From an optimization exercise on the open Yosys and OpenROAD flow, aimed at small area, a short achievable clock period and few clock cycles per item; shortcuts taken in it are not production practice. The RTL was checked by simulation tests, not by an equivalence proof against the original design. No activity file was given, so power comes from the tool's default toggle rates.

===== design/flow/config.mk =====
export PLATFORM = sky130hd
export DESIGN_NAME = ppsb_engine
export DESIGN_NICKNAME = ppsb_engine
export VERILOG_FILES = /design/flow/design.v
export SDC_FILE = /design/flow/constraint.sdc
export NUM_CORES = 4
export LEC_CHECK = 0
export CAP_MARGIN = 20
export CORE_MARGIN = 2
export CORE_UTILIZATION = 30
export SETUP_SLACK_MARGIN = 2.2
export SLEW_MARGIN = 20

===== design/flow/constraint.sdc =====
create_clock -name core_clock -period 6.0 [get_ports {clk}]
set_input_delay 1.2000 -clock core_clock [delete_from_list [all_inputs] [get_ports {clk}]]
set_output_delay 1.2000 -clock core_clock [all_outputs]
set_load 0.01 [all_outputs]

===== design/flow/design.v =====
module ppsb_nstep #(parameter K = 4) (
    input  wire [4:0]   p_in,
    input  wire [K-1:0] bits,
    input  wire [5:0]   s,
    output reg  [4:0]   p_out,
    output reg  [K-1:0] q
);
    integer i, j, d;
    reg [5:0] x, g, pr, gg, pp, gn, pn, bw;
    reg ge;
    always @(*) begin
        p_out = p_in;
        for (i = K - 1; i >= 0; i = i - 1) begin
            x  = {p_out, bits[i]};
            g  = ~x & s;           
            pr = ~(x ^ s);         
            gg = g;
            pp = pr;
            for (d = 1; d < 6; d = d * 2) begin
                gn = gg;
                pn = pp;
                for (j = d; j < 6; j = j + 1) begin
                    gn[j] = gg[j] | (pp[j] & gg[j-d]);
                    pn[j] = pp[j] & pp[j-d];
                end
                gg = gn;
                pp = pn;
            end
            bw = {gg[4:0], 1'b0};
            ge = ~gg[5];
            q[i] = ge;
            for (j = 0; j < 5; j = j + 1)
                p_out[j] = x[j] ^ (ge & (s[j] ^ bw[j]));
        end
    end
endmodule
module ppsb_lzc (
    input  wire [31:0] x,
    output wire [5:0]  n
);
    wire [1:0] l0 [0:15];
    wire [2:0] l1 [0:7];
    wire [3:0] l2 [0:3];
    wire [4:0] l3 [0:1];
    genvar i;
    generate
        for (i = 0; i < 16; i = i + 1) begin : g0
            wire h = x[2*i+1], l = x[2*i];
            assign l0[i] = h ? 2'd0 : (l ? 2'd1 : 2'd2);
        end
        for (i = 0; i < 8; i = i + 1) begin : g1
            wire [1:0] h = l0[2*i+1], l = l0[2*i];
            assign l1[i] = h[1] ? {l[1], ~l[1], l[0]} : {1'b0, h};
        end
        for (i = 0; i < 4; i = i + 1) begin : g2
            wire [2:0] h = l1[2*i+1], l = l1[2*i];
            assign l2[i] = h[2] ? {l[2], ~l[2], l[1:0]} : {1'b0, h};
        end
        for (i = 0; i < 2; i = i + 1) begin : g3
            wire [3:0] h = l2[2*i+1], l = l2[2*i];
            assign l3[i] = h[3] ? {l[3], ~l[3], l[2:0]} : {1'b0, h};
        end
    endgenerate
    wire [4:0] h3 = l3[1], lo3 = l3[0];
    assign n = h3[4] ? {lo3[4], ~lo3[4], lo3[3:0]} : {1'b0, h3};
endmodule
module ppsb_engine (
    input  wire        clk,
    input  wire        rst,           
    input  wire        start,         
    input  wire [7:0]  op,            
    input  wire [31:0] opa,
    input  wire [31:0] opb,
    input  wire [31:0] clk_pwm,       
    input  wire [1:0]  pwm_corr,      
    input  wire        pwm_odd,       
    output reg         busy,
    output reg         done,          
    output reg  [1:0]  err_code,      
    output reg  [31:0] res0,
    output reg  [31:0] res1,
    output reg  [1:0]  psc,           
    output reg  [4:0]  scalar,        
    output reg  [10:0] bound,         
    output reg  [10:0] duty,
    output wire [31:0] ratio,
    output wire [31:0] resid,
    output reg         fallback
);
    localparam [3:0] S_IDLE  = 4'd0,
                     S_SETUP = 4'd1,
                     S_DIV   = 4'd2,
                     S_MUL   = 4'd3,
                     S_CORR  = 4'd4,
                     S_BOOST = 4'd5,
                     S_SCAN  = 4'd6,
                     S_DMUL  = 4'd7,
                     S_DDIV  = 4'd8,
                     S_FIX   = 4'd9,
                     S_ALIGN = 4'd10;
    reg [3:0]  st;
    reg        c_pwm, c_pwmd;
    reg [1:0]  c_corr;
    reg        c_odd;
    reg [6:0]  c_pct;
    reg [32:0] wn;       
    reg [31:0] wd;       
    reg [31:0] wq;       
    reg [4:0]  cnt;
    reg [4:0]  k_r;      
    reg        nltd_r, dz_r;
    reg [5:0]  s_iss;
    reg        dfirst;
    reg [25:0] ratio_r;  
    reg [4:0]  best;     
    assign ratio = {6'd0, ratio_r};
    assign resid = {{27{fallback}}, best | {5{fallback}}};
    wire i_nop  = (op == 8'h00);
    wire i_div  = (op[7:3] == 5'd0) && (op[2:0] != 3'd0) && (op[2:0] <= 3'd4);
    wire i_mul  = (op[7:1] == 7'b0000100);
    wire i_pwm  = (op[7:1] == 7'b0001000);
    reg  [31:0] i_dmask;
    always @(*) begin
        case (op[1:0])
            2'd1:    i_dmask = 32'h0000_00FF;
            2'd2:    i_dmask = 32'h0000_FFFF;
            2'd3:    i_dmask = 32'h00FF_FFFF;
            default: i_dmask = 32'hFFFF_FFFF;
        endcase
    end
    wire [31:0] i_mmask = op[0] ? 32'h0000_FFFF : 32'h0000_00FF;
    wire [31:0] i_tdef  = (clk_pwm[31:4] == 28'd0) ? 32'd1 : {4'd0, clk_pwm[31:4]};
    wire [31:0] i_teff  = (opa == 32'd0) ? i_tdef : opa;
    wire        neg      = wn[32];
    reg         m_div, m_mul, m_inc, m_fix;    
    reg         m_scan, m_ddiv, m_dmul;
    wire        b_en     = m_div | (m_mul & wq[0]) | (m_dmul & c_pct[0]) | (m_fix & neg);
    wire        b_inv    = m_div & ~neg;
    wire [32:0] add_b    = ({1'b0, wd} & {33{b_en}}) ^ {33{b_inv}};
    wire        add_cin  = b_inv | m_inc;
    wire [34:0] sum2     = {1'b0, wn, 1'b1} + {1'b0, add_b, add_cin};
    wire [32:0] sum      = sum2[33:1];
    wire        qbit     = ~sum[32];
    wire [31:0] qfin     = {wq[30:0], qbit};
    wire        div_last = (cnt == 5'd0);
    reg  [31:0] corrq;
    always @(*) begin
        case (c_corr)
            2'd0:    corrq = qfin;
            2'd1:    corrq = {qfin[30:0], 1'b0};
            default: corrq = {1'b0, qfin[31:1]};
        endcase
    end
    wire [5:0] lzn, lzd;
    ppsb_lzc u_lzn (.x(wn[31:0]), .n(lzn));
    ppsb_lzc u_lzd (.x(wd), .n(lzd));
    wire [6:0]  kdiff = {1'b0, lzd} - {1'b0, lzn};
    wire        nltd  = kdiff[6];             
    wire        dzero = lzd[5];
    wire [31:0] wd_al = wd << k_r;
    reg  [1:0]  bst;
    reg  [25:0] rb;
    always @(*) begin
        if (wn[31:0] <= 32'd65504)                 begin bst = 2'd0; rb = wn[25:0]; end
        else if (wn[31:2] <= 30'd65504)      begin bst = 2'd1; rb = {2'd0, wn[25:2]}; end
        else if (wn[31:4] <= 28'd65504)      begin bst = 2'd2; rb = {4'd0, wn[25:4]}; end
        else                                 begin bst = 2'd3; rb = wn[31:6]; end
    end
    wire rb_none = (wn[31:22] != 10'd0) || (wn[31:0] == 32'd0);
    wire [15:0] dsrc   = wq[17:2];
    wire        iss_v  = (m_ddiv & dfirst) | (m_scan & (s_iss <= 6'd32));
    wire [5:0]  iss_s  = s_iss;
    reg         v1, v2, v3, v4, v5;
    reg  [5:0]  s1, s2, s3, s4, s5;
    reg  [4:0]  p1, p2, p3, p4, p5;
    reg  [1:0]  q1;
    reg  [3:0]  q2;
    reg  [5:0]  q3;
    reg  [7:0]  q4;
    reg  [9:0]  q5;
    wire [4:0] pa, pb, pc, pd, pe, pf;
    wire [1:0] qa, qb, qc, qd, qe;
    wire       qf;
    ppsb_nstep #(.K(2)) u_sa (.p_in(dsrc[15:11]), .bits(dsrc[10:9]), .s(iss_s), .p_out(pa), .q(qa));
    ppsb_nstep #(.K(2)) u_sb (.p_in(p1), .bits(dsrc[8:7]), .s(s1), .p_out(pb), .q(qb));
    ppsb_nstep #(.K(2)) u_sc (.p_in(p2), .bits(dsrc[6:5]), .s(s2), .p_out(pc), .q(qc));
    ppsb_nstep #(.K(2)) u_sd (.p_in(p3), .bits(dsrc[4:3]), .s(s3), .p_out(pd), .q(qd));
    ppsb_nstep #(.K(2)) u_se (.p_in(p4), .bits(dsrc[2:1]), .s(s4), .p_out(pe), .q(qe));
    ppsb_nstep #(.K(1)) u_sf (.p_in(p5), .bits(dsrc[0]),   .s(s5), .p_out(pf), .q(qf));
    wire [10:0] qo     = {q5, qf};
    wire        c_ok   = v5 && (qo != 11'd0) && (!c_odd || qf);
    wire        c_acc  = c_ok && (fallback || (pf < best));
    wire        c_zero = c_ok && (pf == 5'd0);
    wire        c_end  = c_zero || (v5 && (s5 == 6'd32));
    wire [10:0] duty_c = (qo > bound) ? bound : qo;
    always @(posedge clk) begin
        s1 <= iss_s;  p1 <= pa;  q1 <= qa;
        s2 <= s1;     p2 <= pb;  q2 <= {q1, qb};
        s3 <= s2;     p3 <= pc;  q3 <= {q2, qc};
        s4 <= s3;     p4 <= pd;  q4 <= {q3, qd};
        s5 <= s4;     p5 <= pe;  q5 <= {q4, qe};
        case (st)
            S_IDLE: begin
                c_pwm  <= i_pwm;
                c_pwmd <= op[0];
                c_corr <= pwm_corr;
                c_odd  <= pwm_odd;
                c_pct  <= (opb[7:0] > 8'd100) ? 7'd100 : opb[6:0];
                wn <= {1'b0, i_pwm ? clk_pwm : (i_mul ? 32'd0 : (opa & i_dmask))};
                wd <= i_pwm ? i_teff : (i_mul ? (opa & i_mmask) : (opb & i_dmask));
                wq <= opb & i_mmask;
            end
            S_SETUP: begin
                k_r    <= kdiff[4:0];
                nltd_r <= nltd;
                dz_r   <= dzero;
            end
            S_ALIGN: begin
                wq  <= 32'd0;
                cnt <= k_r;
                wd  <= wd_al;
                if (nltd_r)
                    wn <= 33'd0;    
            end
            S_DIV: begin
                wn  <= (div_last && c_pwm) ? {1'b0, corrq} : sum;
                wq  <= qfin;
                if (!div_last)
                    wd <= {1'b0, wd[31:1]};
                cnt <= cnt - 5'd1;
            end
            S_MUL: begin
                wn <= sum;
                wd <= {wd[30:0], 1'b0};
                wq <= {1'b0, wq[31:1]};
            end
            S_DMUL: begin
                wn     <= sum;
                wd     <= {wd[30:0], 1'b0};
                c_pct  <= {1'b0, c_pct[6:1]};
                dfirst <= 1'b1;
                s_iss  <= 6'd25;
                if (c_pct[6:1] == 6'd0)
                    wq <= sum[31:0];
            end
            S_CORR: begin
                wn <= sum;
            end
            S_BOOST: begin
                wq    <= {14'd0, rb[15:0], 2'b00};
                wn    <= 33'd50;
                wd    <= 32'd2047;
                s_iss <= {1'b0, rb[15:11]} + 6'd1;
            end
            S_SCAN: begin
                s_iss <= s_iss + 6'd1;
                if (c_acc)
                    wd[10:0] <= qo;
            end
            S_DDIV: begin
                dfirst <= 1'b0;
            end
            default: ;
        endcase
    end
    task automatic go(input [3:0] nx);
        begin
            st    <= nx;
            m_div <= (nx == S_DIV);
            m_mul <= (nx == S_MUL);
            m_dmul <= (nx == S_DMUL);
            m_inc <= (nx == S_CORR);
            m_fix <= (nx == S_FIX);
            m_scan <= (nx == S_SCAN);
            m_ddiv <= (nx == S_DDIV);
        end
    endtask
    task automatic finish(input [1:0] code);
        begin
            go(S_IDLE);
            done     <= 1'b1;
            busy     <= 1'b0;
            err_code <= code;
        end
    endtask
    always @(posedge clk) begin
        if (rst) begin
            go(S_IDLE);
            busy     <= 1'b0;
            done     <= 1'b0;
            err_code <= 2'd0;
            res0     <= 32'd0;
            res1     <= 32'd0;
            psc      <= 2'd0;
            scalar   <= 5'd0;
            bound    <= 11'd0;
            duty     <= 11'd0;
            ratio_r  <= 26'd0;
            best     <= 5'd0;
            fallback <= 1'b0;
            v1 <= 1'b0; v2 <= 1'b0; v3 <= 1'b0; v4 <= 1'b0; v5 <= 1'b0;
        end else begin
            done <= 1'b0;
            v1 <= iss_v;
            v2 <= v1;
            v3 <= v2;
            v4 <= v3;
            v5 <= v4;
            case (st)
                S_IDLE: begin
                    if (start) begin
                        if (i_nop) begin
                            done     <= 1'b1;
                            err_code <= 2'd0;
                        end else if (!(i_div || i_mul || i_pwm)) begin
                            done     <= 1'b1;
                            err_code <= 2'd1;
                        end else begin
                            busy <= 1'b1;
                            go(i_mul ? S_MUL : S_SETUP);
                        end
                    end
                end
                S_SETUP: begin
                    go(S_ALIGN);
                end
                S_ALIGN: begin
                    if (!c_pwm && dz_r) begin
                        finish(2'd2);
                    end else if (nltd_r) begin
                        if (c_pwm) begin
                            go((c_corr == 2'd3) ? S_CORR : S_BOOST);
                        end else begin
                            res0 <= 32'd0;
                            res1 <= wn[31:0];
                            finish(2'd0);
                        end
                    end else begin
                        go(S_DIV);
                    end
                end
                S_DIV: begin
                    if (div_last) begin
                        if (c_pwm) begin
                            go((c_corr == 2'd3) ? S_CORR : S_BOOST);
                        end else begin
                            res0 <= qfin;
                            go(S_FIX);
                        end
                    end
                end
                S_FIX: begin
                    res1 <= sum[31:0];
                    finish(2'd0);
                end
                S_MUL: begin
                    if (wq[31:1] == 31'd0) begin
                        res0 <= sum[31:0];
                        res1 <= 32'd0;
                        finish(2'd0);
                    end
                end
                S_DMUL: begin
                    if (c_pct[6:1] == 6'd0)
                        go(S_DDIV);
                end
                S_CORR: begin
                    go(S_BOOST);
                end
                S_BOOST: begin
                    ratio_r  <= rb;
                    psc      <= bst;
                    scalar   <= 5'd31;
                    bound    <= 11'd2046;
                    fallback <= 1'b1;
                    if (rb_none) begin
                        if (c_pwmd)
                            go(S_DMUL);
                        else
                            finish(2'd0);
                    end else begin
                        go(S_SCAN);
                    end
                end
                S_SCAN: begin
                    if (c_acc) begin
                        best     <= pf;
                        scalar   <= s5[4:0] - 5'd1;
                        bound    <= qo - 11'd1;
                        fallback <= 1'b0;
                    end
                    if (c_end) begin
                        v1 <= 1'b0; v2 <= 1'b0; v3 <= 1'b0; v4 <= 1'b0; v5 <= 1'b0;
                        if (c_pwmd)
                            go(S_DMUL);
                        else
                            finish(2'd0);
                    end
                end
                S_DDIV: begin
                    if (v5) begin
                        duty <= duty_c;
                        finish(2'd0);
                    end
                end
                default: go(S_IDLE);
            endcase
        end
    end
endmodule

===== design/flow/run.sh =====
#!/bin/bash
# synth_recipe.tcl (not shown) runs the flow's synth.tcl, then flattens the netlist and writes it again
# the make line also repeats each setting of config.mk as NAME=value (left out here)
make -C /OpenROAD-flow-scripts/flow DESIGN_CONFIG=/design/flow/config.mk WORK_HOME=/design/flow/orfs CLKGATE_MAP_FILE= SYNTH_SCRIPT=/design/flow/synth_recipe.tcl finish

==> metrics.csv, run 1 <==
metric,value,unit
status,timing/DRC/antenna clean,
ant_nets,0,
crit_chain,nor4_4 > nand4_1 > o21ai_2 > o21ai_1 > nor2_4 > o221ai_1 > o21ai_0 > nor2_1,
antenna_found_initial,5,
synth_ff_type,dfxtp_1,
syn_to_final_growth,25.46,%
cp_slowest_cell,nor2_4,
die_x,291.6,um
power_density,265.8,mW/mm2
cpPeakStageDelay,880,ps
path_clk_slew,60,ps
p_leak,11.96,nW
max_freq,261.3,MHz
grt_pass1_vias,22860,
place_inst,4066,
end_kind,flip-flop,
initial_utilization,0.3027,
max_slew_margin,0.2230,
yosys.cell_count.top_type,nand2_1,
nFillCells,8300,
ir_drop,0.2212,mV
io_buffers,265,
clk_path_buf_depth,3,
crit_fanout,32,
hold_viol_final,0,
core-area,0.08198,mm2
synth_common_cells,"nand2_1 (307), nor2_1 (280), dfxtp_1 (230)",
finClkSkew,16.44,ps
hpwl,80.49,mm
fin_setup_tns,0,ps
cap_violations,0,
tightest_slew,1161,ps
grt_max_degree,66,
fp-row-count,105,
ys_async_sr_fraction,0,
synth.top_cell.area_share,0.1855,
insertion_delay,600,ps
die_y,291.6,um
ys_types,105,
worstSetupStartpointType,flip-flop,
min_period_over_period,0.6379,
dieArea,0.08504,mm2
synthCells,2920,
place.gp.congestion,0.9830,
clock_sinks,358,
synth_top_area_cell,dfxtp_1,
wl,109.2,mm
min_period,3828,ps
synth_seq_area_share,0.3404,
ys_ff_latch,358,
drt-initial-drc-count,3571,
worstPathRequired,6460,ps
synth-edff-count,128,
fin_ws,2172,ps
syn_area_per_cell,8.499,um2
post_drt_wl_per_cell,25.94,um
num_io_pins,272,
fin_cells,4210,
cts_root_buf,clkbuf_16,
slew_viol_final,0,
hold_class,flip-flop to flip-flop,
power,8.277,mW
drc_errors,0,
setup_viol,0,
viasPerCell,5.930,
dp_slack,1188,ps
h-tree-depth,2,
drt_pre_antenna_iters,10,
cts_buffers,44,
final_layout_size_suffix_gt1_frac,0.1332,
hold_slack,325.3,ps
yosysWarnings,4,
grt_pass1_wl,156.2,mm
worstPathArrival,4280,ps
grt_usage,0.2438,
path_class,flip-flop to flip-flop,
netlist_area,0.02482,mm2
layout.nets,3331,
rsz0062_at_grt,yes,
grt_overflow,0,
cts_tree,yes,
vias,24970,
ys_top_cells_by_area,"dfxtp_1 (19%), edfxtp_1 (15%), ha_1 (5.8%)",
==> cells by family (layout without fill, tap and decap cells) <==
group	Yosys count	after routing	share of synthesized area
compound gates	887	890	0.2443
xor+xnor	175	175	0.06176
fa+ha+maj	118	118	0.06010
buf+inv	369	577	0.06352
flops	358	358	0.3404
mux	132	132	0.06615
other cells	1	7	0.0001511
simple gates	880	883	0.1637
==> state kept, by name (all words and copies together), names as in the netlist, 7 cells and up <==
register and count:
wn 33, res0 32, res1 32, wd 32, wq 32, ratio_r 26
bound 11, duty 11, q5 10, q4 8, c_pct 7
==> per-layer routing <==
metal,routed length (um),global-route usage
met1,44220,0.3309
met2,45700,0.3553
met3,13490,0.06576
met4,5807,0.1198
met5,7,0
==> through the flow <==
stage                     utilization  cell area (um2)
final                          0.3798            31140
after CTS                      0.3690            30250
after floorplan                     -            24860
after global routing           0.3798            31130
after detailed placement       0.3445            28240
after global placement         0.3445            28240
==> worst max-delay path, delay by kind of cell (launching register included) <==
family             cells  cell delay (ps)
and+or+nand+nor        4             1770
AOI/OAI and AO/OA      4             1230
DFF                    1              660
==> path summary, 6_finish.rpt <==
kind / startpoint / end / slack (ps) / cells after the start
worst max-delay path: wq[27]$_DFFE_PP_ / res0[17]$_SDFFE_PP0P_ / 2170 / 8
worst max register to register: wq[27]$_DFFE_PP_ / res0[17]$_SDFFE_PP0P_ / 2170 / 8
worst min register to register: q2[0]$_DFF_P_ / q3[2]$_DFF_P_ / 330 / 0
worst min-delay path: q2[0]$_DFF_P_ / q3[2]$_DFF_P_ / 330 / 0
==> repair_timing <==
| item | in CTS | in global routing |
|---|---|---|
| endpoints found under the setup margin | 179 | 136 |
| hold endpoints to repair | 0 | 0 |
| buffers inserted | 21 | 34 |
| gates cloned | 4 | 2 |
| gates resized for setup | 61 | 116 |
| hold buffers | 0 | 0 |
| pin swaps | 13 | 44 |
==> report_power, final <==
group          leakage [nW]  switching [mW]  internal, mW
combinational          7.93            1.33         0.941
sequential             3.29           0.481          2.78
clock                 0.735            1.15          1.60
total                  12.0            2.96          5.32
==> final cells by class <==
type,count,area (um2),share of cell area
well taps,1070,1339,0.04300
flip-flops and latches,358,8462,0.2718
clock inverters,18,170.2,0.005465
multi-input cells,2204,15850,0.5089
repair buffers,376,3540,0.1137
diodes,1,2.502,0.00008037
clock buffers,64,1330,0.04272
inverters,119,446.7,0.01435
==> cell usage in the layout (no fill, tap or decap), types with 16 or more instances in the layout <==
| cell type | Yosys | final |
|---|---|---|
| clkbuf_16 | 0 | 47 |
| mux4_2 | 24 | 24 |
| nor2_1 | 280 | 271 |
| xnor2_1 | 71 | 63 |
| edfxtp_1 | 128 | 128 |
| a222oi_1 | 45 | 45 |
| nand4_1 | 17 | 17 |
| o22ai_1 | 16 | 16 |
| o221ai_1 | 20 | 19 |
| buf_4 | 37 | 104 |
| nand3_1 | 36 | 36 |
| nand2b_1 | 26 | 24 |
| dfxtp_1 | 230 | 219 |
| ha_1 | 116 | 98 |
| xor2_1 | 104 | 91 |
| clkdlybuf4s50_1 | 0 | 264 |
| a211oi_1 | 35 | 31 |
| and2_1 | 19 | 18 |
| a21o_1 | 58 | 58 |
| o21ai_0 | 172 | 168 |
| a21oi_1 | 220 | 202 |
| a31oi_1 | 24 | 24 |
| mux2i_1 | 95 | 95 |
| nand2_1 | 307 | 303 |
| nor4_1 | 36 | 32 |
| nor2b_1 | 28 | 27 |
| a221oi_1 | 84 | 73 |
| inv_1 | 113 | 108 |
| a22oi_1 | 53 | 51 |
| nor3_1 | 61 | 59 |
Testbench counts, summed over its fixed seeds: cycles 19,104, items 960.
==> run 2: changes to the inputs <==
--- a/design/flow/config.mk
+++ b/design/flow/config.mk
@@ -8,5 +8,5 @@
 export CAP_MARGIN = 20
 export CORE_MARGIN = 2
-export CORE_UTILIZATION = 30
+export CORE_UTILIZATION = 40
 export SETUP_SLACK_MARGIN = 2.2
 export SLEW_MARGIN = 20
==> run 2 against run 1 <==
Maximum frequency fell by 4.7%. First-iteration DRC count decreased by 12%. Sequential power about the same. Count of clock-buffer cells in the layout increased by 3. Total power is 1.6% higher. Clock power about the same. Still clean. Sequential share of layout area shrank 0.40 points. Setup slack worse by 190 ps. Critical path depth fell by 1. Register-to-register slack lost 190 ps.
==> metrics.csv, run 2 <==
metric,value,unit
dpl-instance-area,0.02795,mm2
layout.nets,3381,
drc_errors,0,
drt-initial-drc-count,3149,
grt_pass1_vias,23620,
syn_to_final_growth,27.26,%
max_freq,248.9,MHz
p_leak,12.33,nW
worstPathRequired,6430,ps
worstSetupStartpointType,flip-flop,
h-tree-depth,2,
nFillCells,5724,
path_class,flip-flop to flip-flop,
wl,111.2,mm
dieArea,0.06405,mm2
synth_ff_type,dfxtp_1,
final_util,0.5137,
synth.top_cell.area_share,0.1855,
routed-wl-met3,11.18,mm
slew_viol_final,0,
ys_types,105,
wl_met1,45.73,mm
r2r_end,res1[6]$_SDFFE_PP0P_,
ant_nets,0,
min_period,4018,ps
largest_register_ffs,33,
path_delay_family,compound AO/OA/AOI/OAI gates,
clk_path_buf_depth,3,
power_density,266.3,mW/mm2
synth-edff-count,128,
synth_common_cells,"nand2_1 (307), nor2_1 (280), dfxtp_1 (230)",
wl_met2,48.09,mm
ys_async_sr_fraction,0,
io_buffers,265,
crit_chain,nor4_2 > nand4_1 > o21ai_1 > o21ai_1 > a2111o_2 > a221oi_1 > nor2_1,
hpwl,82.37,mm
final_layout_size_suffix_gt1_frac,0.1586,
ir_drop,0.2320,mV
end_kind,flip-flop,
yosys.cell_count.top_type,nand2_1,
yosysWarnings,4,
max_slew_margin,0.3203,
cap_violations,0,
num_io_pins,272,
viasPerCell,6.321,
grt_usage,0.3351,
ys_ff_latch,358,
hold_class,flip-flop to flip-flop,
die_x,253.1,um
ys_top_cells_by_area,"dfxtp_1 (19%), edfxtp_1 (15%), ha_1 (5.8%)",
power,8.410,mW
setup_viol,0,
post_drt_wl_per_cell,27.91,um
cpPeakStageDelay,720,ps
mostFrequentLayoutCell,nand2_1,
highest_layer,met5,
cp-startpoint,wq[28]$_DFFE_PP_,
place.gp.congestion,1.036,
cp_slowest_cell,a221oi_1,
rsz0062_at_grt,yes,
cts_root_buf,clkbuf_16,
die_y,253.1,um
grt_pass1_wl,159.0,mm
fin_cells,3985,
netlist_area,0.02482,mm2
syn_area_per_cell,8.499,um2
regMostFlops,wn,
crit_buf_inv,0,
core-area,0.06148,mm2
fp-row-count,91,
holdBufCountCts,0,
fin_setup_tns,0,ps
worstPathArrival,4450,ps
hold_depth,0,
hold_end,q5[3]$_DFF_P_,
place_inst,3793,
critPathMostFrequentCell,o21ai_1,
final_area,0.03158,mm2
cts_tree,yes,
tightest_slew,1011,ps
min-delay-start,q4[1]$_DFF_P_,
antenna_found_initial,5,
initial_utilization,0.4036,
grt_overflow,0,
rr_startpoint,wq[28]$_DFFE_PP_,
synth_top_area_cell,dfxtp_1,
r2r_cells,7,
status,timing/DRC/antenna clean,
insertion_delay,600,ps
cts_buffers,46,
synth_seq_area_share,0.3404,
mostFrequentLayoutCells,"nand2_1 (296), nor2_1 (268), clkdlybuf4s50_1 (263)",
finClkSkew,24.79,ps
vias,25190,
synthCells,2920,
min_period_over_period,0.6696,
path_clk_slew,60,ps
rrSetupSlack,1980,ps
crit_fanout,23,
drt_pre_antenna_iters,10,
grt_max_degree,66,
clock_sinks,358,
hold_viol_final,0,
-- run 2: cell counts after synthesis --
Identical to the previous run, type by type.
-- run 2: cell type report --
cell class              count  area, um2  share of cell area
flip-flops and latches    358       8457              0.2678
clock buffers              67       1341             0.04247
clock inverters            18      178.9            0.005665
inverters                 119      446.7             0.01414
multi-input cells        2202      16230              0.5138
repair buffers            426       3931              0.1245
well taps                 790      988.4             0.03130
diodes                      5      12.51           0.0003961
-- run 2: how the worst max path moves through the flow --
| stage | to | slack (ps) | cells after the start |
|---|---|---|---|
| floorplan | p1[1]$_DFF_P_ | 2220 | 18 |
| CTS | wq[27]$_DFFE_PP_ | 2100 | 16 |
| global route | wn[29]$_DFFE_PP_ | 2040 | 15 |
| detailed placement | wn[29]$_DFFE_PP_ | 1300 | 14 |
| global placement | wn[29]$_DFFE_PP_ | 1290 | 14 |
| finish | res1[6]$_SDFFE_PP0P_ | 1980 | 7 |
-- run 2: through the flow --
step                      hold slack [ps]  setup slack, ps
after detailed placement            314.4             1299
after CTS                           327.2             2105
after global routing                330.2             2042
after floorplan                     309.6             2220
final                               326.6             1982
after global placement              317.7             1286
-- run 2: logic make-up after synthesis --
logic type / count (synthesis) / synth area share
xor+xnor: 175 / 0.06176
compound gates: 887 / 0.2443
flops: 358 / 0.3404
buf+inv: 369 / 0.06352
mux: 132 / 0.06615
simple gates: 880 / 0.1637
other cells: 1 / 0.0001511
fa+ha+maj: 118 / 0.06010
-- run 2: per-layer routing --
metal | up-vias | track usage
li1 | 11260 | -
met1 | 12220 | 0.4579
met2 | 1454 | 0.5053
met3 | 251 | 0.06178
met4 | 4 | 0.1697
met5 | - | 0
-- run 2: report_power, final --
group	internal (mW)	leakage, nW	switching (mW)	total [mW]
Clock	1.61	0.755	1.15	2.76
Sequential	2.78	3.29	0.454	3.24
Combinational	0.992	8.29	1.42	2.41
-- run 2: what timing repair did --
item,CTS,global route
gates cloned,3,2
endpoints found under the setup margin,176,146
buffers inserted,28,69
resized for setup,96,156
pin swaps,29,66
==> run 3: changes to the inputs <==
--- a/design/flow/config.mk
+++ b/design/flow/config.mk
@@ -9,4 +9,4 @@
 export CORE_MARGIN = 2
 export CORE_UTILIZATION = 40
-export SETUP_SLACK_MARGIN = 2.2
+export SETUP_SLACK_MARGIN = 2.8
 export SLEW_MARGIN = 20
==> run 3 against run 2 <==
Synthesized cell count stayed put. Wire length is 2.3% higher. Clock power down 4%. Hold slack got worse by 5.2 ps. Global-route usage is 0.50 points lower. Synthesized area unchanged. Highest routed layer is now met4. Critical endpoint is now wq[25]$_DFFE_PP_. Setup slack improved by 180 ps. Final cell count increased by 4.4%. Sequential power down 2%. Still clean on timing, DRC and antenna. Largest cell class unchanged. Register-to-register slack gained 180 ps. Count of clock-buffer cells in the layout decreased by 15.
==> metrics.csv, run 3 <==
metric,value,unit
place_inst,3780,
slew_viol_final,0,
end_kind,flip-flop,
dieArea,0.06405,mm2
ant_nets,0,
p_comb_frac,0.337,
min_period,3835,ps
post_drt_wl_per_cell,27.34,um
insertion_delay,610,ps
mostFrequentLayoutCells,"nand2_1 (271), buf_4 (270), nor2_1 (260)",
final_util,0.5677,
cts_buffers,42,
fp-row-count,91,
crit_fanout,16,
path_class,flip-flop to flip-flop,
clock_sinks,358,
h-tree-depth,2,
yosys.area_share.simple,0.1637,
place.gp.congestion,1.003,
clkPwrFrac,0.302,
clk_path_buf_depth,3,
cp_slowest_cell,edfxtp_1,
io_buffers,265,
fin_setup_tns,0,ps
grt_overflow,0,
rr_startpoint,wn[32]$_DFFE_PP_,
power,8.786,mW
synthCells,2920,
p_int,5.571,mW
worstSetupStartpointType,flip-flop,
mostFrequentLayoutCell,nand2_1,
seqPwrFrac,0.360,
synth_xor_area_frac,0.06176,
ys_top_cells_by_area,"dfxtp_1 (19%), edfxtp_1 (15%), ha_1 (5.8%)",
hold_class,flip-flop to flip-flop,
yosys.cell_count.top_type,nand2_1,
drc_errors,0,
setup_viol,0,
grt_usage,0.3300,
p_switching,3.215,mW
synth_top_area_cell,dfxtp_1,
core-area,0.06148,mm2
final_area,0.03491,mm2
synth_top_family_by_area,compound AO/OA/AOI/OAI gates,
synthMuxAreaShare,0.06615,
p_leak,13.78,nW
initial_utilization,0.4036,
synth_seq_area_share,0.3404,
cts_tree,yes,
rrSetupSlack,2160,ps
hold_slack,321.4,ps
synth_ff_type,dfxtp_1,
path_delay_family,compound AO/OA/AOI/OAI gates,
viasPerCell,6.437,
crit_buf_inv,3,
grt_max_degree,70,
synthAdderAreaFrac,0.06010,
netlist_area,0.02482,mm2
cpPeakStageDelay,460,ps
wl,113.7,mm
status,timing/DRC/antenna clean,
finClkSkew,47.07,ps
largest_register_ffs,33,
final_layout_size_suffix_gt1_frac,0.2679,
synth_common_cells,"nand2_1 (307), nor2_1 (280), dfxtp_1 (230)",
dpl-instance-area,0.02807,mm2
hold_viol_final,0,
regMostFlops,wn,
grt_pass1_vias,24470,
hpwl,78.95,mm
ys_types,105,
synth-edff-count,128,
num_io_pins,272,
hold_depth,0,
drt_pre_antenna_iters,9,
syn_area_per_cell,8.499,um2
worstPathRequired,6360,ps
fin_cells,4160,
grt_pass1_wl,158.8,mm
max_freq,260.7,MHz
holdBufCountCts,0,
crit_chain,a21oi_4 > buf_4 > nand2_4 > nand2_2 > xor2_2 > ha_4 > o211a_1 > o211ai_1 > nand2_1 > a21oi_1 > o21ba_4 > a221oi_4 > buf_6 > xnor2_4 > a222oi_1 > inv_1,
r2r_end,wq[25]$_DFFE_PP_,
die_y,253.1,um
ir_drop,0.2205,mV
ys_ff_latch,358,
tightest_slew,1175,ps
syn_to_final_growth,40.65,%
synth_compound_area_frac,0.2443,
dp_slack,1581,ps
ys_async_sr_fraction,0,
yosysWarnings,4,
antenna_found_initial,3,
rsz0062_at_grt,yes,
cap_violations,0,
drt-initial-drc-count,4045,
min_period_over_period,0.6392,
fin_ws,2165,ps
die_x,253.1,um
min-delay-start,q4[2]$_DFF_P_,
power_switching_share,0.3660,
path_clk_slew,60,ps
power_density,251.7,mW/mm2
hold_end,q5[4]$_DFF_P_,
vias,26780,
layout.nets,3563,
synth.top_cell.area_share,0.1855,
cts_root_buf,clkbuf_16,
r2r_cells,16,
max_slew_margin,0.2168,
worstPathArrival,4190,ps
==> run 3: logic make-up (layout without fill, tap and decap cells) <==
| logic type | after synthesis | in the layout |
|---|---|---|
| flip-flops | 358 | 358 |
| buffers and inverters | 369 | 804 |
| multiplexers | 132 | 132 |
| AND/OR/NAND/NOR | 880 | 885 |
| XOR/XNOR | 175 | 175 |
| other | 1 | 9 |
| adder cells (fa/ha/maj) | 118 | 118 |
| AO/OA/AOI/OAI | 887 | 889 |
==> run 3: layer usage <==
metal | wire length [um] | part of all wire | vias to the layer above | GRT usage
li1 | - | - | 11630 | -
met5 | 0 | 0 | - | 0
met3 | 13400 | 0.12 | 386 | 0.06250
met2 | 49470 | 0.43 | 1856 | 0.4963
met4 | 6969 | 0.061 | 0 | 0.1799
met1 | 43920 | 0.39 | 12900 | 0.4463
==> run 3: cell type report <==
cell class / count / area [um2]
Tap cell: 790 / 988.4
Timing Repair Buffer: 609 / 5786
Sequential cell: 358 / 8502
Clock inverter: 24 / 232.7
Multi-Input combinational cell: 2205 / 17750
Fill cell: 5307 / 26580
Inverter: 119 / 464.2
Clock buffer: 52 / 1171
Antenna cell: 3 / 7.507
==> run 3: how the worst max path moves through the flow <==
stage / start / endpoint / cells after the start
global placement: op[0] / m_mul$_SDFFE_PP0P_ / 11
finish: wn[32]$_DFFE_PP_ / wq[25]$_DFFE_PP_ / 16
floorplan: wq[13]$_DFFE_PP_ / p1[1]$_DFF_P_ / 18
CTS: wq[0]$_DFFE_PP_ / wq[30]$_DFFE_PP_ / 16
detailed placement: op[0] / m_ddiv$_SDFFE_PP0P_ / 11
global route: wq[0]$_DFFE_PP_ / wq[25]$_DFFE_PP_ / 15
==> run 3: timing repair <==
action | 4_1_cts | 5_1_grt
setup buffers | 144 | 142
gates cloned | 9 | 6
gates resized for setup | 310 | 270
setup endpoints to repair | 295 | 271
pin swaps | 152 | 187
==> run 3: power groups by stage <==
stage               registers (mW)  clock network [mW]  logic [mW]
floorplan                     2.98                   0        1.52
global placement              3.27                   0        2.08
detailed placement            3.26                   0        2.11
CTS                           3.18                2.68        2.50
global route                  3.17                2.77        3.11
finish                        3.17                2.66        2.96
==> run 4: changes to the inputs <==
--- a/design/flow/design.v
+++ b/design/flow/design.v
@@ -112,4 +112,5 @@
     reg [5:0]  s_iss;
     reg        dfirst;
+    reg        mlast;    
     reg [25:0] ratio_r;  
     reg [4:0]  best;     
@@ -210,4 +211,5 @@
                 wd <= i_pwm ? i_teff : (i_mul ? (opa & i_mmask) : (opb & i_dmask));
                 wq <= opb & i_mmask;
+                mlast <= ((opb[15:1] & i_mmask[15:1]) == 15'd0);
             end
             S_SETUP: begin
@@ -231,7 +233,8 @@
             end
             S_MUL: begin
-                wn <= sum;
-                wd <= {wd[30:0], 1'b0};
-                wq <= {1'b0, wq[31:1]};
+                wn    <= sum;
+                wd    <= {wd[30:0], 1'b0};
+                wq    <= {1'b0, wq[31:1]};
+                mlast <= (wq[15:2] == 14'd0);
             end
             S_DMUL: begin
@@ -345,5 +348,4 @@
                             go((c_corr == 2'd3) ? S_CORR : S_BOOST);
                         end else begin
-                            res0 <= qfin;
                             go(S_FIX);
                         end
@@ -351,9 +353,10 @@
                 end
                 S_FIX: begin
+                    res0 <= wq;
                     res1 <= sum[31:0];
                     finish(2'd0);
                 end
                 S_MUL: begin
-                    if (wq[31:1] == 31'd0) begin
+                    if (mlast) begin
                         res0 <= sum[31:0];
                         res1 <= 32'd0;
--- a/design/flow/config.mk
+++ b/design/flow/config.mk
@@ -8,5 +8,6 @@
 export CAP_MARGIN = 20
 export CORE_MARGIN = 2
-export CORE_UTILIZATION = 40
-export SETUP_SLACK_MARGIN = 2.8
+export CORE_UTILIZATION = 30
+export SETUP_SLACK_MARGIN = 2.2
 export SLEW_MARGIN = 20
+export TNS_END_PERCENT = 5
==> run 4 against run 3 <==
Combinational power fell by 34%. Cell area down 11%. First-iteration DRC count decreased by 17%. Register-to-register slack lost 120 ps. Wire length is 6.2% lower. Critical path depth fell by 4. Largest power group unchanged. Setup slack lost 120 ps. Synthesized cell count up 2.1%. Synthesized area grew 0.23%.
==> metrics.csv, run 4 <==
metric,value,unit
clock_sinks,359,
cp-startpoint,wn[24]$_DFFE_PP_,
synth_common_cells,"nand2_1 (321), nor2_1 (284), a21oi_1 (260)",
power_density,252.2,mW/mm2
fin_setup_tns,0,ps
status,timing/DRC/antenna clean,
hold_viol_final,0,
holdBufCountCts,0,
ant_nets,0,
netlist_area,0.02487,mm2
synthCells,2980,
num_antenna_cells,0,
ir_drop,0.2076,mV
antenna_found_initial,3,
drc_errors,0,
fin_ws,2043,ps
hold_class,flip-flop to flip-flop,
clk_path_buf_depth,3,
finClkSkew,35.32,ps
synth_top_area_cell,dfxtp_1,
worstPathArrival,4380,ps
initial_utilization,0.3029,
drt-initial-drc-count,3370,
h-tree-depth,2,
fp-row-count,105,
synth_ff_type,dfxtp_1,
slew_viol_final,0,
cap_violations,0,
die_x,291.9,um
ys_async_sr_fraction,0,
post_drt_wl_per_cell,25.16,um
syn_area_per_cell,8.347,um2
ys_ff_latch,359,
r2r_cells,12,
synth_seq_area_share,0.3408,
max_slew_margin,0.2161,
grt_max_degree,72,
synth-edff-count,129,
rr_startpoint,wn[24]$_DFFE_PP_,
syn_to_final_growth,24.28,%
grt_overflow,0,
mostFrequentLayoutCells,"nand2_1 (318), nor2_1 (276), clkdlybuf4s50_1 (264)",
regMostFlops,wn,
dieArea,0.08523,mm2
path_class,flip-flop to flip-flop,
crit_end,nltd_r$_DFFE_PP_,
rrSetupSlack,2040,ps
vias,25070,
place.gp.congestion,1.009,
grt_usage,0.2393,
p_leak,11.79,nW
layout.nets,3365,
ys_types,89,
rsz0062_at_grt,yes,
die_y,291.9,um
yosys.cell_count.top_type,nand2_1,
mostFrequentLayoutCell,nand2_1,
viasPerCell,5.910,
ys_top_cells_by_area,"dfxtp_1 (19%), edfxtp_1 (16%), ha_1 (5.8%)",
largest_register_ffs,33,
max_freq,252.7,MHz
grt_pass1_wl,154.8,mm
setup_viol,0,
num_io_pins,272,
dp_slack,1026,ps
nFillCells,8283,
end_kind,flip-flop,
io_buffers,265,
final_layout_size_suffix_gt1_frac,0.1123,
min_period,3957,ps
worstPathRequired,6430,ps
yosysWarnings,4,
path_clk_slew,60,ps
tightest_slew,1172,ps
cts_tree,yes,
wl,106.7,mm
synth.top_cell.area_share,0.1851,
core-area,0.08211,mm2
hpwl,79.53,mm
crit_fanout,6,
cts_buffers,43,
grt_pass1_vias,22930,
drt_pre_antenna_iters,7,
min_period_over_period,0.6594,
r2r_end,nltd_r$_DFFE_PP_,
cts_root_buf,clkbuf_16,
worstSetupStartpointType,flip-flop,
insertion_delay,610,ps
-- run 4: worst max-delay path: stages, from the launching register on --
cell      delay [ps]
edfxtp_1         630
nor4_4           520
nor4bb_1         920
o31a_1           270
nor3_1            70
a21o_1           250
inv_1            100
fa_1             200
inv_1             50
a21o_1           170
a21oi_1          260
o21bai_1         110
a21oi_1          220
-- run 4: worst min path at each step --
stage / startpoint / endpoint / slack (ps) / cells after the start
2_1_floorplan: q1[0]$_DFF_P_ / q2[2]$_DFF_P_ / 310 / 0
3_3_place_gp: q2[2]$_DFF_P_ / q3[4]$_DFF_P_ / 310 / 0
3_5_place_dp: q3[4]$_DFF_P_ / q4[6]$_DFF_P_ / 310 / 0
4_1_cts: q4[7]$_DFF_P_ / q5[9]$_DFF_P_ / 330 / 0
5_1_grt: q2[2]$_DFF_P_ / q3[4]$_DFF_P_ / 340 / 0
6_report: q2[2]$_DFF_P_ / q3[4]$_DFF_P_ / 330 / 0
-- run 4: repair_timing --
action                                  4_1_cts  5_1_grt
resized for setup                            80       85
setup buffers                                34       18
gates cloned                                  1        1
pin swaps                                    20       43
endpoints found under the setup margin      198      187
-- run 4: cells by family (layout without fill, tap and decap cells) --
kind of cell | Yosys count | in the layout | synth area share
multiplexers | 120 | 120 | 0.05699
XOR/XNOR | 172 | 172 | 0.06112
adder cells (fa/ha/maj) | 118 | 118 | 0.05996
AO/OA/AOI/OAI | 914 | 914 | 0.2473
buffers and inverters | 362 | 546 | 0.06051
flip-flops | 359 | 359 | 0.3408
AND/OR/NAND/NOR | 934 | 936 | 0.1731
other | 1 | 6 | 0.0001508
-- run 4: routing by layer --
metal	routed length, um	vias to the layer above	track usage
met2	46720	1475	0.3683
met5	13	-	0
met1	44060	12080	0.3258
met4	4986	2	0.1005
li1	-	11260	-
met3	10940	252	0.04742
-- run 4: power breakdown --
part | total [mW] | switching, mW | internal [mW]
clock network | 2.71 | 1.15 | 1.55
registers | 3.13 | 0.388 | 2.74
logic | 1.96 | 1.16 | 0.801
total | 7.80 | 2.71 | 5.09
-- run 4: layout make-up --
class,instances,area (um2),share of cell area
flip-flops and latches,359,8488,0.2746
inverters,106,397.9,0.01287
repair buffers,361,3395,0.1098
well taps,1070,1339,0.04331
multi-input cells,2266,15850,0.5127
clock inverters,19,200.2,0.006476
clock buffers,60,1244,0.04023
-- run 4: through the flow --
| stage | area (um2) | utilization | total power [mW] | instances | hold slack (ps) |
|---|---|---|---|---|---|
| finish | 30910 | 0.3765 | 7.797 | 4241 | 326.6 |
| global route | 30910 | 0.3765 | 8.081 | 4241 | 338.9 |
| CTS | 30310 | 0.3691 | 7.716 | 4221 | 326.1 |
| detailed placement | 28210 | 0.3436 | 4.921 | 4107 | 312.1 |
| global placement | 28210 | 0.3436 | 4.904 | 4107 | 314.4 |
| floorplan | 24950 | - | 4.215 | 2985 | 309.6 |
Testbench counts of run 4, summed over its fixed seeds: cycles 19,104, items 960.
==> run 5: changes to the inputs <==
--- a/design/flow/config.mk
+++ b/design/flow/config.mk
@@ -9,4 +9,5 @@
 export CORE_MARGIN = 2
 export CORE_UTILIZATION = 30
+export CTS_CLUSTER_SIZE = 18
 export SETUP_SLACK_MARGIN = 2.2
 export SLEW_MARGIN = 20
==> run 5 against run 4 <==
Non-clock buffer count unchanged. Wire length unchanged. Clock skew is the same. Count of clock-buffer cells in the layout unchanged. Clock power about the same. Still clean on timing, DRC and antenna. Hold slack is the same. Global-route usage is the same. Die area unchanged. Highest routed layer unchanged. Sequential power is essentially flat. Synthesized area unchanged. Synthesized cell count unchanged. Largest power group unchanged. Critical path depth unchanged.
==> metrics.csv, run 5 <==
metric,value,unit
status,timing/DRC/antenna clean,
drt_pre_antenna_iters,7,
grt_max_degree,72,
synth_top_family_by_area,compound AO/OA/AOI/OAI gates,
place.gp.congestion,1.009,
final_layout_size_suffix_gt1_frac,0.1123,
min_period_over_period,0.6594,
nFillCells,8283,
synth_xor_area_frac,0.06112,
regMostFlops,wn,
io_buffers,265,
clock_sinks,359,
num_antenna_cells,0,
synthMuxAreaShare,0.05699,
grt_pass1_wl,154.8,mm
yosys.area_share.simple,0.1731,
die_y,291.9,um
ir_drop,0.2076,mV
final_area,0.03091,mm2
p_leak,11.79,nW
end_kind,flip-flop,
netlist_area,0.02487,mm2
power_density,252.2,mW/mm2
crit_buf_inv,2,
path_clk_slew,60,ps
antenna_found_initial,3,
worstPathRequired,6430,ps
viasPerCell,5.910,
rr_startpoint,wn[24]$_DFFE_PP_,
cts_tree,yes,
grt_overflow,0,
synth-edff-count,129,
cpPeakStageDelay,920,ps
worstSetupStartpointType,flip-flop,
path_class,flip-flop to flip-flop,
dieArea,0.08523,mm2
initial_utilization,0.3029,
synth.top_cell.area_share,0.1851,
h-tree-depth,2,
insertion_delay,610,ps
synth_seq_area_share,0.3408,
synth_common_cells,"nand2_1 (321), nor2_1 (284), a21oi_1 (260)",
syn_to_final_growth,24.28,%
synthCells,2980,
cts_buffers,43,
ys_ff_latch,359,
hpwl,79.53,mm
ys_top_cells_by_area,"dfxtp_1 (19%), edfxtp_1 (16%), ha_1 (5.8%)",
die_x,291.9,um
cp-startpoint,wn[24]$_DFFE_PP_,
min-delay-start,q2[2]$_DFF_P_,
ys_types,89,
hold_class,flip-flop to flip-flop,
synth_ff_type,dfxtp_1,
hold_slack,326.6,ps
slew_viol_final,0,
worstPathArrival,4380,ps
grt_usage,0.2393,
syn_area_per_cell,8.347,um2
vias,25070,
synth_compound_area_frac,0.2473,
cp_slowest_cell,nor4bb_1,
drc_errors,0,
ant_nets,0,
clk_path_buf_depth,3,
cap_violations,0,
synth_top_area_cell,dfxtp_1,
crit_chain,nor4_4 > nor4bb_1 > o31a_1 > nor3_1 > a21o_1 > inv_1 > fa_1 > inv_1 > a21o_1 > a21oi_1 > o21bai_1 > a21oi_1,
post_drt_wl_per_cell,25.16,um
min_period,3957,ps
ys_async_sr_fraction,0,
synthAdderAreaFrac,0.05996,
num_io_pins,272,
crit_fanout,6,
fp-row-count,105,
largest_register_ffs,33,
final_util,0.3765,
hold_viol_final,0,
mostFrequentLayoutCells,"nand2_1 (318), nor2_1 (276), clkdlybuf4s50_1 (264)",
finClkSkew,35.32,ps
grt_pass1_vias,22930,
core-area,0.08211,mm2
rsz0062_at_grt,yes,
max_freq,252.7,MHz
tightest_slew,1172,ps
mostFrequentLayoutCell,nand2_1,
layout.nets,3365,
cts_root_buf,clkbuf_16,
path_delay_family,simple AND/OR/NAND/NOR gates,
yosysWarnings,4,
drt-initial-drc-count,3370,
setup_viol,0,
yosys.cell_count.top_type,nand2_1,
wl,106.7,mm
fin_setup_tns,0,ps
dpl-instance-area,0.02821,mm2
max_slew_margin,0.2161,
## run 5: cell counts in the layout (fill, tap and decap cells not counted)
Identical to the previous run, type by type.
## run 5: final timing paths
path	endpoint	slack, ps	cells after the start
worst max-delay path	nltd_r$_DFFE_PP_	2040	12
worst min-delay path	q3[4]$_DFF_P_	330	0
worst max register to register	nltd_r$_DFFE_PP_	2040	12
worst min register to register	q3[4]$_DFF_P_	330	0
## run 5: through the flow
stage / power [mW] / setup slack (ps) / std cells
finish: 7.797 / 2043 / 4241
global route: 8.081 / 1932 / 4241
CTS: 7.716 / 2082 / 4221
detailed placement: 4.921 / 1026 / 4107
global placement: 4.904 / 1054 / 4107
floorplan: 4.215 / 2174 / 2985
## run 5: area by class of cell
type / instances / area (um2) / share of cell area
Multi-Input combinational cell: 2266 / 15850 / 0.5127
Sequential cell: 359 / 8488 / 0.2746
Timing Repair Buffer: 361 / 3395 / 0.1098
Tap cell: 1070 / 1339 / 0.04331
Clock buffer: 60 / 1244 / 0.04023
Inverter: 106 / 397.9 / 0.01287
Clock inverter: 19 / 200.2 / 0.006476
## run 5: report_power, final
group / internal, mW / switching, mW
logic: 0.801 / 1.16
registers: 2.74 / 0.388
clock network: 1.55 / 1.15
total: 5.09 / 2.71
## run 5: worst reg2reg max path: cells and delay by family (launching register included)
| kind | cells | cell delay [ps] |
|---|---|---|
| buffers and inverters | 2 | 150 |
| adder cells (fa/ha/maj) | 1 | 200 |
| AO/OA/AOI/OAI | 6 | 1280 |
| AND/OR/NAND/NOR | 3 | 1510 |
| flip-flops | 1 | 630 |
## run 5: cell families after synthesis
group	after synthesis
other	1
buffers and inverters	362
muxes	120
adders and majority gates	118
and+or+nand+nor	934
DFF	359
AOI/OAI and AO/OA	914
xor gates and xnor gates	172
## run 5: what timing repair did
| item | 4_1_cts | 5_1_grt |
|---|---|---|
| gates resized for setup | 80 | 85 |
| cloned | 1 | 1 |
| buffers inserted | 34 | 18 |
| setup endpoints to repair | 198 | 187 |
| pin swaps | 20 | 43 |
| hold buffers | 0 | 0 |
## run 5: layer usage
metal	track usage	vias up	wire, um
met1	0.3258	12080	44060
met2	0.3683	1475	46720
met5	0	-	13
met4	0.1005	2	4986
li1	-	11260	-
met3	0.04742	252	10940
==> run 6: changes to the inputs <==
--- a/design/flow/config.mk
+++ b/design/flow/config.mk
@@ -9,6 +9,4 @@
 export CORE_MARGIN = 2
 export CORE_UTILIZATION = 30
-export CTS_CLUSTER_SIZE = 18
 export SETUP_SLACK_MARGIN = 2.2
 export SLEW_MARGIN = 20
-export TNS_END_PERCENT = 5
==> run 6 against run 5 <==
Sequential power about the same. Die area stayed put. Via count up 3.0%. First-iteration DRC count is 7.5% higher. Cell area grew 5.2%. Clock skew down 11 ps. Hold slack got worse by 0.66 ps. Count of clock-buffer cells in the layout did not move. Clock power increased by 6%. Final cell count up 2.6%. Register-to-register slack barely moved. Maximum frequency increased by 0.36%. Critical path type unchanged.
==> metrics.csv, run 6 <==
metric,value,unit
status,timing/DRC/antenna clean,
holdBufCountCts,0,
ys_ff_latch,359,
hpwl,80.59,mm
h-tree-depth,2,
yosys.cell_count.top_type,nand2_1,
io_buffers,265,
viasPerCell,5.933,
drc_errors,0,
dieArea,0.08523,mm2
ys_async_sr_fraction,0,
nFillCells,8115,
regMostFlops,wn,
fin_setup_tns,0,ps
place.gp.congestion,0.9852,
hold_class,flip-flop to flip-flop,
ir_drop,0.2433,mV
slew_viol_final,0,
mostFrequentLayoutCell,nand2_1,
syn_area_per_cell,8.347,um2
synth-edff-count,129,
synthCells,2980,
finClkSkew,24.64,ps
core-area,0.08211,mm2
power_switching_share,0.3465,
fin_ws,2058,ps
min_period_over_period,0.6570,
final_layout_size_suffix_gt1_frac,0.1713,
r2r_end,res1[29]$_SDFFE_PP0P_,
grt_max_degree,66,
ant_nets,0,
path_class,flip-flop to flip-flop,
worstPathArrival,4400,ps
dpl-instance-area,0.02826,mm2
cts_tree,yes,
post_drt_wl_per_cell,25.70,um
synth_ff_type,dfxtp_1,
max_freq,253.7,MHz
vias,25820,
path_clk_slew,60,ps
cap_violations,0,
hold_slack,326.0,ps
hold_viol_final,0,
rr_startpoint,wq[0]$_DFFE_PP_,
syn_to_final_growth,30.68,%
max_slew_margin,0.2395,
setup_viol,0,
tightest_slew,1137,ps
die_y,291.9,um
p_switching,2.811,mW
dp_slack,1078,ps
fin_cells,4352,
grt_overflow,0,
seqCellArea,0.008507,mm2
synth.top_cell.area_share,0.1851,
power_density,249.5,mW/mm2
num_io_pins,272,
p_int,5.300,mW
grt_pass1_wl,157.6,mm
clock_sinks,359,
initial_utilization,0.3029,
final_area,0.03251,mm2
rrSetupSlack,2060,ps
grt_pass1_vias,22990,
cts_buffers,45,
rsz0062_at_grt,yes,
min_period,3942,ps
synth_common_cells,"nand2_1 (321), nor2_1 (284), a21oi_1 (260)",
multi_input_area,0.01652,mm2
p_comb_frac,0.261,
crit_fanout,8,
largest_register_ffs,33,
seqPwrFrac,0.385,
fp-row-count,105,
clk_path_buf_depth,3,
crit_end,res1[29]$_SDFFE_PP0P_,
synth_top_area_cell,dfxtp_1,
p_leak,12.55,nW
clkPwrFrac,0.354,
drt_pre_antenna_iters,7,
cts_root_buf,clkbuf_16,
worstSetupStartpointType,flip-flop,
ys_types,89,
drt-initial-drc-count,3622,
insertion_delay,610,ps
grt_usage,0.2447,
netlist_area,0.02487,mm2
wl,111.9,mm
die_x,291.9,um
final_util,0.3959,
mostFrequentLayoutCells,"nand2_1 (307), nor2_1 (272), clkdlybuf4s50_1 (264)",
antenna_found_initial,1,
yosysWarnings,4,
cp-startpoint,wq[0]$_DFFE_PP_,
layout.nets,3472,
end_kind,flip-flop,
power,8.111,mW
place_inst,4113,
ys_top_cells_by_area,"dfxtp_1 (19%), edfxtp_1 (16%), ha_1 (5.8%)",
r2r_cells,17,
synth_seq_area_share,0.3408,
worstPathRequired,6450,ps
run 6: cell count changes in the layout (fill, tap and decap cells not counted), sizes merged, moves of 2 or more:
cell,delta
buf,+98
or2,+3
a21oi,+2
inv,+3
run 6: worst max-delay path: stages (launching register included):
cell       delay [ps]
edfxtp_1          400
a22oi_2           320
nand2_4           140
buf_12            170
buf_4             140
nand2_1            80
xor2_1             90
ha_1              440
o21ai_0           150
o21ai_0           250
nand3_1           160
a211oi_2          360
a2111oi_4         100
o31ai_1           280
a21oi_1           140
xnor2_2           310
buf_4             200
a211oi_2           60
run 6: worst min path at each step:
stage | from | to | slack (ps) | depth (start not counted)
finish | q4[2]$_DFF_P_ | q5[4]$_DFF_P_ | 330 | 0
global placement | q4[2]$_DFF_P_ | q5[4]$_DFF_P_ | 310 | 0
CTS | q4[1]$_DFF_P_ | q5[3]$_DFF_P_ | 320 | 0
global route | q4[1]$_DFF_P_ | q5[3]$_DFF_P_ | 330 | 0
floorplan | q1[0]$_DFF_P_ | q2[2]$_DFF_P_ | 310 | 0
detailed placement | q4[1]$_DFF_P_ | q5[3]$_DFF_P_ | 310 | 0
run 6: final cells by class:
type | instances | share of cell area
Antenna cell | 1 | 0.00007698
Clock buffer | 60 | 0.03953
Clock inverter | 24 | 0.008314
Inverter | 106 | 0.01232
Multi-Input combinational cell | 2272 | 0.5082
Sequential cell | 359 | 0.2617
Tap cell | 1070 | 0.04119
Timing Repair Buffer | 460 | 0.1286
run 6: logic make-up after synthesis:
kind of cell | Yosys count | share of synthesized area
simple gates | 934 | 0.1731
xor+xnor | 172 | 0.06112
buf+inv | 362 | 0.06051
compound gates | 914 | 0.2473
fa+ha+maj | 118 | 0.05996
mux | 120 | 0.05699
flops | 359 | 0.3408
other cells | 1 | 0.0001508
run 6: per-layer routing:
| layer | GRT usage | part of all wire | up-vias |
|---|---|---|---|
| li1 | - | - | 11510 |
| met1 | 0.3358 | 0.41 | 12390 |
| met3 | 0.05008 | 0.11 | 284 |
| met5 | 0 | 0.0011 | - |
| met4 | 0.09907 | 0.048 | 4 |
| met2 | 0.3739 | 0.43 | 1638 |
run 6: timing repair:
item | in CTS | in global routing
pin swaps | 65 | 141
endpoints found under the setup margin | 205 | 192
resized for setup | 118 | 176
buffers inserted | 63 | 79
gates cloned | 3 | 8
endpoints found under the hold margin | 0 | 0
run 6: power groups by stage:
stage	clock, mW	combinational (mW)	sequential (mW)
after floorplan	0	1.32	2.90
after global placement	0	1.73	3.16
after detailed placement	0	1.75	3.16
after CTS	2.90	1.92	3.10
after global routing	2.99	2.27	3.13
final	2.87	2.12	3.12
==> run 7: changes to the inputs <==
--- a/design/flow/config.mk
+++ b/design/flow/config.mk
@@ -9,4 +9,6 @@
 export CORE_MARGIN = 2
 export CORE_UTILIZATION = 30
+export CTS_CLUSTER_DIAMETER = 80
+export CTS_CLUSTER_SIZE = 20
 export SETUP_SLACK_MARGIN = 2.2
 export SLEW_MARGIN = 20
==> run 7 against run 6 <==
Still clean on timing, DRC and antenna. Synthesized area unchanged. Cell area decreased by 1.0%. Die area is the same. Clock skew decreased by 4.5 ps. First-iteration DRC count shrank 5.1%. Count of clock-buffer cells in the layout shrank 23. Synthesized cell count stayed put. Register-to-register slack worse by 30 ps. Largest power group unchanged.
==> metrics.csv, run 7 <==
metric,value,unit
drt-initial-drc-count,3437,
mostFrequentLayoutCell,nand2_1,
largest_register_ffs,33,
path_clk_slew,90,ps
p_leak,12.37,nW
synth_seq_area_share,0.3408,
clock_sinks,359,
holdBufCountCts,0,
ys_types,89,
viasPerCell,5.943,
mostFrequentLayoutCells,"nand2_1 (303), nor2_1 (269), clkdlybuf4s50_1 (264)",
grt_use_met2,0.3694,
cap_violations,0,
initial_utilization,0.3029,
grt_usage,0.2413,
synth_top_area_cell,dfxtp_1,
core-area,0.08211,mm2
cts_buffers,29,
drc_errors,0,
min_period,3977,ps
grt_overflow,0,
antenna_found_initial,2,
layout.nets,3466,
min-delay-start,q4[0]$_DFF_P_,
post_drt_wl_per_cell,25.63,um
min_period_over_period,0.6628,
rsz0062_at_grt,yes,
worstSetupStartpointType,flip-flop,
grt.busiest_layer,met2,
h-tree-depth,1,
io_buffers,265,
synth.top_cell.area_share,0.1851,
rr_startpoint,wn[32]$_DFFE_PP_,
cp-startpoint,wn[32]$_DFFE_PP_,
finClkSkew,20.10,ps
yosysWarnings,4,
clk_path_buf_depth,3,
ir_drop,0.1911,mV
fin_setup_tns,0,ps
power_switching_share,0.3664,
synth-edff-count,129,
drt_pre_antenna_iters,9,
cts_root_buf,clkbuf_16,
die_x,291.9,um
ys_top_cells_by_area,"dfxtp_1 (19%), edfxtp_1 (16%), ha_1 (5.8%)",
vias,25740,
p_int,4.665,mW
fin_ws,2023,ps
regMostFlops,wn,
clkPwrFrac,0.287,
ys_async_sr_fraction,0,
wl,111.0,mm
max_freq,251.4,MHz
status,timing/DRC/antenna clean,
worstPathArrival,4320,ps
hpwl,80.59,mm
seqPwrFrac,0.424,
path_class,flip-flop to flip-flop,
slew_viol_final,0,
max_slew_margin,0.2360,
ys_ff_latch,359,
final_layout_size_suffix_gt1_frac,0.1720,
power_density,228.9,mW/mm2
ant_nets,0,
num_io_pins,272,
tightest_slew,1142,ps
synth_common_cells,"nand2_1 (321), nor2_1 (284), a21oi_1 (260)",
met1_usage,0.3352,
cts_tree,yes,
syn_area_per_cell,8.347,um2
worstPathRequired,6340,ps
grt_pass1_wl,155.9,mm
fp-row-count,105,
setup_viol,0,
hold_viol_final,0,
synth_ff_type,dfxtp_1,
num_antenna_cells,0,
p_switching,2.697,mW
globalRouteMet3Util,0.04666,
syn_to_final_growth,29.32,%
dieArea,0.08523,mm2
hold_class,flip-flop to flip-flop,
grt_pass1_vias,22760,
yosys.cell_count.top_type,nand2_1,
place.gp.congestion,0.9852,
dp_slack,1078,ps
synthCells,2980,
p_comb_frac,0.289,
crit_fanout,9,
end_kind,flip-flop,
netlist_area,0.02487,mm2
insertion_delay,620,ps
die_y,291.9,um
grt_max_degree,66,
-- run 7: metrics by stage --
stage               power, mW  hold slack [ps]  std cells    util  area (um2)
finish                  7.362            331.2       4331  0.3918       32170
global route            7.642            334.6       4331  0.3918       32170
CTS                     7.140            329.7       4228  0.3706       30430
detailed placement      4.906            312.1       4113  0.3442       28260
global placement        4.898            313.6       4112  0.3441       28250
floorplan               4.216            309.6       2985       -       24950
-- run 7: layer usage --
| metal | up-vias | share of wire |
|---|---|---|
| li1 | 11480 | - |
| met2 | 1640 | 0.44 |
| met1 | 12340 | 0.41 |
| met3 | 276 | 0.11 |
| met5 | - | 0.00028 |
| met4 | 4 | 0.046 |
-- run 7: cells by family after synthesis --
family,synth area share
simple gates,0.1731
compound gates,0.2473
buf+inv,0.06051
flops,0.3408
xor+xnor,0.06112
mux,0.05699
fa+ha+maj,0.05996
other cells,0.0001508
-- run 7: layout make-up --
| class | instances | area, um2 |
|---|---|---|
| tap | 1070 | 1339 |
| clock buffer | 37 | 817.0 |
| inverter | 106 | 400.4 |
| clock inverter | 17 | 195.2 |
| multi-input combinational | 2272 | 16620 |
| sequential | 359 | 8506 |
| fill | 8127 | 49940 |
| timing repair buffer | 470 | 4292 |
-- run 7: path summary, 6_finish.rpt --
path	end	slack, ps	depth (start not counted)
max	wq[0]$_DFFE_PP_	2020	15
min	q5[2]$_DFF_P_	330	0
max reg2reg	wq[0]$_DFFE_PP_	2020	15
min reg2reg	q5[2]$_DFF_P_	330	0
-- run 7: power by group through the flow --
stage	Combinational, mW	Clock (mW)	Sequential [mW]
after global placement	1.73	0	3.16
final	2.12	2.12	3.12
after floorplan	1.32	0	2.90
after detailed placement	1.75	0	3.16
after global routing	2.29	2.23	3.12
after CTS	1.90	2.14	3.09
-- run 7: what timing repair did --
item                       4_1_cts  5_1_grt
gates cloned                     2        9
pin swaps                       65      149
gates resized for setup        137      182
setup endpoints to repair      206      177
buffers inserted                59       94
-- run 7: worst max-delay path: stages, from the launching register on --
cell	delay, ps
edfxtp_1	480
a21oi_4	290
nand2_8	110
buf_4	160
clkbuf_16	150
nand2_1	70
xor2_1	440
ha_1	380
inv_1	170
o21ai_0	150
a221oi_2	320
o41ai_2	130
buf_4	190
xor2_4	170
a222oi_1	350
a21oi_1	130
==> run 8: changes to the inputs <==
--- a/design/flow/config.mk
+++ b/design/flow/config.mk
@@ -9,6 +9,4 @@
 export CORE_MARGIN = 2
 export CORE_UTILIZATION = 30
-export CTS_CLUSTER_DIAMETER = 80
-export CTS_CLUSTER_SIZE = 20
-export SETUP_SLACK_MARGIN = 2.2
+export SETUP_SLACK_MARGIN = 1.8
 export SLEW_MARGIN = 20
==> run 8 against run 7 <==
Non-clock buffer count shrank 138. Largest power group unchanged. Synthesized area is the same. Cell area shrank 5.9%. Via count shrank 3.2%. Sequential share of layout area grew 1.6 points. Combinational power shrank 12%. Critical path type unchanged. Global-route usage is essentially flat. Clock power grew 33%.
==> metrics.csv, run 8 <==
metric,value,unit
hold_viol_final,0,
ys_ff_latch,359,
path_class,flip-flop to flip-flop,
cts_buffers,44,
vias,24920,
synth_top_area_cell,dfxtp_1,
grt_pass1_wl,155.7,mm
rsz0062_at_grt,yes,
mostFrequentLayoutCell,nand2_1,
wl_met2,45.83,mm
synthCells,2980,
power,7.798,mW
cts_root_buf,clkbuf_16,
wl_met1,44.60,mm
routed-wl-met3,11.60,mm
power_density,257.6,mW/mm2
synth_seq_area_share,0.3408,
finClkSkew,41.88,ps
hold_slack,325.8,ps
netlist_area,0.02487,mm2
final_layout_size_suffix_gt1_frac,0.08278,
grt_max_degree,72,
grt_usage,0.2414,
cpPeakStageDelay,590,ps
grt_pass1_vias,22990,
max_freq,247.4,MHz
insertion_delay,610,ps
synth_ff_type,dfxtp_1,
die_x,291.9,um
tightest_slew,1164,ps
syn_to_final_growth,21.70,%
io_buffers,265,
drt-initial-drc-count,3961,
worstPathArrival,4520,ps
synth-edff-count,129,
h-tree-depth,2,
hpwl,80.69,mm
ys_top_cells_by_area,"dfxtp_1 (19%), edfxtp_1 (16%), ha_1 (5.8%)",
wl,107.3,mm
fp-row-count,105,
worstPathRequired,6480,ps
die_y,291.9,um
end_kind,flip-flop,
clk_path_buf_depth,3,
clock_sinks,359,
setup_viol,0,
status,timing/DRC/antenna clean,
yosysWarnings,4,
grt_overflow,0,
ys_async_sr_fraction,0,
ys_types,89,
place.gp.congestion,0.9867,
path_clk_slew,60,ps
ir_drop,0.1922,mV
fin_setup_tns,0,ps
highest_layer,met5,
core-area,0.08211,mm2
cp_slowest_cell,or4_1,
synth.top_cell.area_share,0.1851,
largest_register_ffs,33,
min_period_over_period,0.6738,
layout.nets,3335,
worstSetupStartpointType,flip-flop,
p_leak,11.67,nW
drt_pre_antenna_iters,10,
yosys.cell_count.top_type,nand2_1,
initial_utilization,0.3029,
slew_viol_final,0,
crit_fanout,32,
hold_class,flip-flop to flip-flop,
cap_violations,0,
[run 8: worst paths after layout]
check / end / from / slack (ps) / depth (start not counted)
setup reg to reg: res1[15]$_SDFFE_PP0P_ / m_div$_SDFFE_PP0P_ / 1960 / 15
hold / removal: q5[5]$_DFF_P_ / q4[3]$_DFF_P_ / 330 / 0
hold reg to reg: q5[5]$_DFF_P_ / q4[3]$_DFF_P_ / 330 / 0
setup / recovery: res1[15]$_SDFFE_PP0P_ / m_div$_SDFFE_PP0P_ / 1960 / 15
[run 8: cell families (layout without fill, tap and decap cells)]
family / after synthesis / after routing / synth area share
simple gates: 934 / 934 / 0.1731
compound gates: 914 / 914 / 0.2473
buf+inv: 362 / 518 / 0.06051
flops: 359 / 359 / 0.3408
xor+xnor: 172 / 172 / 0.06112
mux: 120 / 120 / 0.05699
fa+ha+maj: 118 / 118 / 0.05996
other cells: 1 / 7 / 0.0001508
[run 8: cell type report]
type                    count  area, um2  area share
clock inverters            16      197.7    0.006531
diodes                      1      2.502  0.00008267
multi-input cells        2264      15370      0.5076
repair buffers            332       3177      0.1049
clock buffers              64       1309     0.04323
flip-flops and latches    359       8483      0.2802
inverters                 106      397.9     0.01314
well taps                1070       1339     0.04423
[run 8: timing repair]
item	4_1_cts	5_1_grt
pin swaps	2	8
setup buffers	10	11
endpoints found under the setup margin	115	101
gates cloned	0	0
gates resized for setup	18	52
[run 8: metal layers]
metal / GRT usage / up-vias
li1: - / 11210
met1: 0.3296 / 11860
met2: 0.3648 / 1562
met3: 0.05153 / 283
met4: 0.1075 / 2
met5: 0 / -
[run 8: metrics by stage]
| stage | area, um2 | std cells | setup slack [ps] | utilization |
|---|---|---|---|---|
| final | 30270 | 4212 | 1958 | 0.3687 |
| after global routing | 30270 | 4211 | 1797 | 0.3686 |
| after CTS | 29870 | 4199 | 1805 | 0.3638 |
| after detailed placement | 28210 | 4109 | 1174 | 0.3436 |
| after global placement | 28210 | 4109 | 1199 | 0.3436 |
| after floorplan | 24890 | 2985 | 1879 | - |
[run 8: power breakdown]
part	internal (mW)	total [mW]	switching [mW]	leakage (nW)
combinational	0.747	1.87	1.12	7.62
sequential	2.74	3.12	0.385	3.31
clock	1.69	2.81	1.12	0.746
total	5.17	7.80	2.62	11.7
[run 8: worst max-delay path, delay by kind of cell (launching register included)]
kind                       cells  cell delay, ps
adders and majority gates      1             420
DFF                            1             470
xor gates and xnor gates       2             400
buffers and inverters          1             220
and+or+nand+nor                5            1150
AOI/OAI and AO/OA              6            1260

Setup slack of run 8, layout unchanged: 1.957 ns with ideal ports, 1.957 ns with driving cells assumed (clock clkbuf_16, inputs buf_2), 1.408 ns with port delays also shifted by the 0.653 ns mid clock arrival.
